Context: an optimization exercise on an open-source flow, tuned for small area, a short achievable clock period and few clock cycles per item. The choices shown serve that exercise and are no tape-out recipe. Function was checked by simulation only, so behaviour that the tests miss may differ from the original.

==> flow/design.v <==
module mod_inv_unit (
    input  wire        clk,
    input  wire        rst,
    input  wire        in_valid,
    output wire        in_ready,
    input  wire [63:0] in_a,
    input  wire [63:0] in_q,
    output reg         out_valid,
    output wire [63:0] out_r,
    output reg         out_err
);
    reg        busy;
    reg        x1c;        
    reg        x2c;        
    reg [62:0] q_r;
    reg [63:0] u;
    reg [63:0] v;
    reg [63:0] x1;
    reg [63:0] x2;
    reg        uz;         
    reg        vz;         
    reg        u1;         
    reg        v1;         
    reg [1:0]  mk_1;
    reg [1:0]  mk_2;
    reg [1:0]  mk_s;
    reg [1:0]  mk_a;
    reg        sh;         
    reg        sel_v;      
    reg        same;       
    reg        e1;         
    reg        e2;
    reg        sp1, sp2, sp1i, sq1, sq1i, sq2, qinv;
    reg        dn;         
    reg        t0;         
    reg        psgn;       
    reg        k1on;       
    reg        jx0, jx1, jx2, jx3;
    assign out_r = x1;
    wire done   = busy && (uz || vz || u1 || v1);
    wire step   = busy && !done;
    assign in_ready = !busy || done;
    wire accept = in_valid && in_ready;
    wire load   = !busy || done;
    wire [64:0] ua   = (sh && sel_v) ? {v[63], v} : {u[63], u};
    wire [64:0] ub   = sh ? 65'd0 : ({v[63], v} ^ {65{same}});
    wire [64:0] e    = ua + ub + {64'd0, !sh && same};
    wire j1  = e1;
    wire j2  = !e1 && e2;
    wire j3  = !e1 && !e2;
    wire [63:0] r   = j1 ? e[64:1] : j2 ? {e[64], e[64:2]} : {{2{e[64]}}, e[64:3]};
    wire dneg = e[64] ^ u[63];
    wire ez   = (e[64:1] == 64'd0);
    wire wu   = step && (sh ? !sel_v : !dneg);
    wire wv   = step && (sh ?  sel_v :  dneg);
    wire [63:0] p  = (x1 & {64{sp1}}) | (x2 & {64{sp2}}) | {63'd0, sp1i};
    wire [63:0] qq = ((x1 & {64{sq1}}) | (x2 & {64{sq2}}) | {63'd0, sq1i}) ^ {64{qinv}};
    wire [1:0] mk = sh ? (sel_v ? mk_2 : mk_1) : (same ? mk_s : mk_a);
    wire neg2 = !dn && ((j1 && t0 && !psgn) || (j2 && mk[0]) ||
                        (j3 && mk[1] && mk[0]));
    wire pos2 = !dn && j3 && !mk[1] && mk[0];
    wire neg4 = !dn && j3 && mk[1] && !mk[0];
    wire k2n  = neg2 || neg4;
    wire [66:0] k1  = k1on ? {4'd0, q_r} : 67'd0;
    wire [66:0] k2  = (((pos2 || neg2) ? {3'd0, q_r, 1'd0} : 67'd0) |
                       (neg4 ? {2'd0, q_r, 2'd0} : 67'd0)) ^ {67{k2n}};
    wire [66:0] p67 = {{3{p[63]}}, p};
    wire [66:0] q67 = {{3{qq[63]}}, qq};
    wire [66:0] s1 = p67 ^ q67 ^ k1;
    wire [66:0] c1 = {(p67[65:0] & q67[65:0]) | (p67[65:0] & k1[65:0]) |
                      (q67[65:0] & k1[65:0]), qinv};
    wire [66:0] s2 = s1 ^ c1 ^ k2;
    wire [66:0] c2 = {(s1[65:0] & c1[65:0]) | (s1[65:0] & k2[65:0]) |
                      (c1[65:0] & k2[65:0]), k2n};
    wire [66:0] t  = s2 + c2;
    wire [63:0] y  = ({64{jx0}} & t[63:0]) | ({64{jx1}} & t[64:1]) |
                     ({64{jx2}} & t[65:2]) | ({64{jx3}} & t[66:3]);
    wire [2:0] nx1 = load ? 3'd1 : wu ? y[2:0] : x1c ? 3'd1 : x1[2:0];
    wire [2:0] nx2 = load ? 3'd0 : wv ? y[2:0] : x2c ? 3'd0 : x2[2:0];
    wire [2:1] nq  = load ? in_q[2:1] : q_r[2:1];
    function [1:0] mkf(input [2:0] tt, input [2:1] qv);
        reg qa, qb;
        begin
            qa = !qv[1];
            qb = !qv[2];
            mkf[0] = tt[1] ^ (qa & tt[0]);
            mkf[1] = tt[2] ^ (qa & tt[1]) ^ (qb & tt[0]) ^ (qa & tt[1] & tt[0]);
        end
    endfunction
    wire [2:0] nu = load ? in_a[2:0] : wu ? r[2:0] : u[2:0];
    wire [2:0] nv = load ? in_q[2:0] : wv ? r[2:0] : v[2:0];
    wire nsame = load ? (in_a[63] == in_q[63]) : ((wv && !sh) ? 1'b0 : same);
    wire nsh   = !nu[0] || !nv[0];
    wire nselv = nu[0];
    wire [2:1] nvb = nv[2:1] ^ {2{nsame}};
    wire ne1 = nsh ? (nselv ? nv[1] : nu[1]) : !(nu[1] ^ nvb[1]);
    wire ne2 = nsh ? (nselv ? nv[2] : nu[2]) : (nu[2] ^ nvb[2] ^ (nu[1] | nvb[1]));
    wire [2:0] nts = nx1 - nx2;
    wire nbusy = !rst && (accept || (busy && !done));
    wire nx1c  = load || (x1c && !wu);
    wire nx2c  = load || (x2c && !wv);
    wire nuz   = load ? 1'b0 : wu ? ez : uz;
    wire nvz   = load ? 1'b0 : wv ? ez : vz;
    wire nu1   = !load && (u == 64'd1 || u == {64{1'b1}}) && !nuz;
    wire nv1   = !load && (v == 64'd1 || v == {64{1'b1}}) && !nvz;
    wire ndone = nbusy && (nuz || nvz || nu1 || nv1);
    wire nstep = nbusy && !(nuz || nvz || nu1 || nv1);
    wire ntu   = nu1 || nvz;
    wire nt0   = nsh ? (nselv ? nx2[0] : nx1[0]) : (nx1[0] ^ nx2[0]);
    wire nx1s  = !(load || x1c) && x1[63];
    wire nx2s  = !(load || x2c) && x2[63];
    wire nus   = load ? in_a[63] : u[63];
    wire nvs   = load ? in_q[63] : v[63];
    wire nkd   = ntu ? (nx1s ^ nus) : (nx2s ^ nvs);
    wire nw63  = ntu ? nus : nvs;
    wire [2:0] nta = nx1 + nx2;
    always @(posedge clk) begin
        if (rst) begin
            busy      <= 1'b0;
            out_valid <= 1'b0;
        end else begin
            out_valid <= done;
            if (accept)    busy <= 1'b1;
            else if (done) busy <= 1'b0;
        end
        if (done) out_err <= !(u1 || v1);
        if (load) begin
            q_r  <= in_q[62:0];
            u    <= in_a;
            v    <= in_q;
            uz   <= 1'b0;
            vz   <= 1'b0;
            u1   <= 1'b0;
            v1   <= 1'b0;
        end else begin
            if (wu) begin u <= r; uz <= ez; end
            if (wv) begin v <= r; vz <= ez; end
            u1 <= nu1;
            v1 <= nv1;
        end
        if (done || wu) x1 <= y;
        if (wv)         x2 <= y;
        x1c <= nx1c;
        x2c <= nx2c;
        sp1   <= nstep && !nx1c && !(nsh && nselv);
        sp2   <= nstep && !nx2c && nsh && nselv;
        sp1i  <= nstep && nx1c && !(nsh && nselv);
        sq1   <= ndone && ntu && !nx1c;
        sq1i  <= ndone && ntu && nx1c;
        sq2   <= (ndone ? !ntu : (nstep && !nsh)) && !nx2c;
        qinv  <= ndone ? nw63 : (nstep && !nsh && nsame);
        dn    <= ndone;
        t0    <= nt0;
        k1on  <= ndone ? nkd : nt0;
        psgn  <= wu ? (nx2s ^ nsame) : nx1s;
        jx0   <= ndone;
        jx1   <= !ndone && ne1;
        jx2   <= !ndone && !ne1 && ne2;
        jx3   <= !ndone && !ne1 && !ne2;
        sh    <= nsh;
        sel_v <= nselv;
        same  <= nsame;
        e1    <= ne1;
        e2    <= ne2;
        mk_1 <= mkf(nx1, nq);
        mk_2 <= mkf(nx2, nq);
        mk_s <= mkf(nts, nq);
        mk_a <= mkf(nta, nq);
    end
endmodule
clock: 10.0 ns
lec_check: 0
cap_margin: 20
core_margin: 2
core_utilization: 55
place_density: 0.7
setup_slack_margin: 4
slew_margin: 20
run.sh (not shown) runs the stock make flow with config.mk's settings and CLKGATE_MAP_FILE= SYNTH_SCRIPT=/design/flow/synth_recipe.tcl, a recipe that flattens the netlist after the stock synthesis.
The starting point went through all stages and came out clean.
Testbench counts at the start, summed over its fixed seeds: cycles 65,895, items 1,600.
Edit:
Settings changed: CORE_UTILIZATION 55 to 50, PLACE_DENSITY 0.7 to 0.65, SETUP_SLACK_MARGIN 4 to 4.5.
After rerunning: The changed run passed the timing, DRC and antenna checks; sequential share of layout area went down by 1.1 points; non-clock buffer count climbs by 51; global-route usage went down by 2.7 points; final area climbs by a few percent; setup slack improved by 0.20 ns; utilization falls by 3.2 points; via count is about the same.

-- port drivers added, routing unchanged --
The results above use ideal ports. As a check the final layouts listed here were re-extracted and re-timed, cells and wires unchanged. Step 1, drivers: a clkbuf_16 drives clk and a buf_2 each remaining input, both assumed. Step 2 moves the port delays by t, midway between the first and last clock arrival at a register: inputs arrive t later, outputs are due t later. That takes back most of the time a late clock gives input paths. Three values: ideal ports, drivers, drivers and shift; two values: the first two.
| run | t, ns | setup WS [ns] | hold WS [ns] | worst setup path at the end |
|---|---|---|---|---|
| the first run | 0.645 | 4.032 / 4.032 / 4.032 | 0.504 / 0.504 / 0.504 | register to register |
| the second run | 0.635 | 4.228 / 4.228 / 4.228 | 0.516 / 0.516 / 0.516 | register to register |
After both steps every run listed still meets setup and hold.
